Source: an optimization exercise on an open RTL-to-GDS flow (aim: small area). Production flows keep margins and buffers that such runs may drop.
In this exercise RTL edits were held to simulation tests only and were not proved equivalent to the original.
No driver is modelled on the clock port, so clock power and skew are understated where the tree is cut down; a real chip needs a root buffer or a tree.
Power is estimated from default activity; no workload was simulated.

Design jtag_spi_bridge, start of the top module:
module jtag_spi_bridge (
    input  wire tck,
    input  wire tdi,
    input  wire p_shift,
    input  wire p_ce,
    input  wire p_rstn,
    input  wire p_rti1,
    output wire tdo,
    input  wire miso,
    output wire cs_n,
    output wire mosi,
    output wire spi_oe,      
    output wire wp_n,
    output wire hold_n
);
Settings: LEC_CHECK=0, CAP_MARGIN=20, CORE_AREA=2 2 62 62, CTS_BUF_LIST=sky130_fd_sc_hd__clkbuf_8, CTS_CLUSTER_DIAMETER=200, CTS_CLUSTER_SIZE=30, DIE_AREA=0 0 64 64, SLEW_MARGIN=20; clock period 10.0 ns.
standard.sh (not shown) runs the stock make flow with config.mk's settings and CLKGATE_MAP_FILE= SYNTH_SCRIPT=/design/flow/synth_recipe.tcl, a recipe that flattens the netlist after the stock synthesis.
==> flow/flow/run.sh <==
#!/bin/bash
# Own layout flow: the standard flow, with three changes to how the
# layout is made:
#  1. after the standard synthesis, the combinational gates between the
#     registers are re-mapped by ABC for area (registers, their names and
#     cell types are kept as the standard synthesis made them);
#  2. the port buffers are the smallest buffer cell (buf_1);
#  3. the clock tree is a single root buffer (no second level, no dummy
#     loads).
# Each tool's output goes to a log file of its own in the work folder.
set -euo pipefail
WORK=$(pwd)
RES=$WORK/orfs/results/$FLOW_PLATFORM/jtag_spi_bridge/base
LIB=$FLOW_HOME/platforms/$FLOW_PLATFORM/lib/sky130_fd_sc_hd__tt_025C_1v80.lib

# 1. standard synthesis
bash standard.sh synth > "$WORK/log_1_synth_standard.log" 2>&1
cp "$RES/1_2_yosys.v" "$WORK/synth_standard.v"

# 2. re-map the combinational logic
REOPT_LIB=$LIB REOPT_IN=$WORK/synth_standard.v REOPT_TOP=$FLOW_TOP \
REOPT_STAT=$WORK/reopt_stat.txt REOPT_OUT=$WORK/synth_reopt.v \
  yosys -c "$WORK/flow/reopt.tcl" > "$WORK/log_2_reopt.log" 2>&1
sleep 1
cp "$WORK/synth_reopt.v" "$RES/1_2_yosys.v"
touch "$RES/1_2_yosys.v"
rm -f "$RES/1_synth.odb" "$RES/1_synth.sdc"
bash standard.sh synth > "$WORK/log_3_synth_odb.log" 2>&1

# 3. the rest of the standard flow
export BUFFER_PORTS_ARGS="-buffer_cell sky130_fd_sc_hd__buf_1"
export POST_CTS_TCL="$WORK/flow/post_cts.tcl"
export FLOW_CLOCK_PORT=tck
export CTS_ARGS="-sink_clustering_enable -repair_clock_nets -dont_use_dummy_load -sink_clustering_size 30 -sink_clustering_max_diameter 200 -buf_list sky130_fd_sc_hd__clkbuf_8"
bash standard.sh > "$WORK/log_4_layout.log" 2>&1
test -f "$WORK/out/final.def"
==> flow/flow/post_cts.tcl <==
# After clock tree synthesis: a design this small needs only the root clock
# buffer. Move every load of the second-level clock buffers onto the root
# buffer's output and remove those buffers, so that a single buffer drives
# every register's clock pin (all registers get the same clock arrival).
set block [ord::get_db_block]
set tck_net [$block findNet $::env(FLOW_CLOCK_PORT)]
set root ""
foreach it [$tck_net getITerms] {
  set inst [$it getInst]
  if { [string match "*clkbuf*" [[$inst getMaster] getName]] } { set root $inst }
}
if { $root ne "" } {
  set root_net [[$root findITerm X] getNet]
  set leaves {}
  foreach it [$root_net getITerms] {
    set inst [$it getInst]
    if { $inst ne $root && [string match "*clkbuf*" [[$inst getMaster] getName]] } {
      lappend leaves $inst
    }
  }
  foreach leaf $leaves {
    set leaf_net [[$leaf findITerm X] getNet]
    foreach it [$leaf_net getITerms] {
      if { [$it getInst] ne $leaf } {
        $it disconnect
        $it connect $root_net
      }
    }
    [$leaf findITerm A] disconnect
    [$leaf findITerm X] disconnect
    odb::dbInst_destroy $leaf
    odb::dbNet_destroy $leaf_net
  }
  puts "post_cts: removed [llength $leaves] second-level clock buffers"
  # put the root buffer at the centre of its loads
  set sx 0; set sy 0; set n 0
  foreach it [$root_net getITerms] {
    set inst [$it getInst]
    if { $inst ne $root } {
      set bb [$inst getBBox]
      set sx [expr { $sx + ([$bb xMin] + [$bb xMax]) / 2 }]
      set sy [expr { $sy + ([$bb yMin] + [$bb yMax]) / 2 }]
      incr n
    }
  }
  if { $n > 0 } {
    $root setPlacementStatus PLACED
    $root setLocation [expr { $sx / $n }] [expr { $sy / $n }]
    detailed_placement
    check_placement -verbose
  }
}
estimate_parasitics -placement
report_clock_skew
Other scripts of this flow, unchanged in this note and not shown: flow/flow/reopt.tcl
The first run finished clean.
Rerun with:
--- a/flow/flow/run.sh
+++ b/flow/flow/run.sh
@@ -7,4 +7,3 @@
 #  2. the port buffers are the smallest buffer cell (buf_1);
-#  3. the clock tree is a single root buffer (no second level, no dummy
-#     loads).
+#  3. clock tree synthesis adds no dummy loads.
 # Each tool's output goes to a log file of its own in the work folder.
@@ -31,4 +30,2 @@
 export BUFFER_PORTS_ARGS="-buffer_cell sky130_fd_sc_hd__buf_1"
-export POST_CTS_TCL="$WORK/flow/post_cts.tcl"
-export FLOW_CLOCK_PORT=tck
 export CTS_ARGS="-sink_clustering_enable -repair_clock_nets -dont_use_dummy_load -sink_clustering_size 30 -sink_clustering_max_diameter 200 -buf_list sky130_fd_sc_hd__clkbuf_8"
removed: flow/flow/post_cts.tcl
Outcome:
- The new run completed with no timing, DRC or antenna violations
- combinational power shrinks slightly
- total power goes up by roughly a tenth
- worst setup slack is worse by 89 ps
- sequential share of layout area goes down by 1.2 points
- global-route usage came out lower by 1.3 points
- core utilization went up by 0.81 points
- wire length decreases slightly
- first-iteration DRC count fell by well over a third
- critical path depth stays the same
- synthesized cell count is unchanged
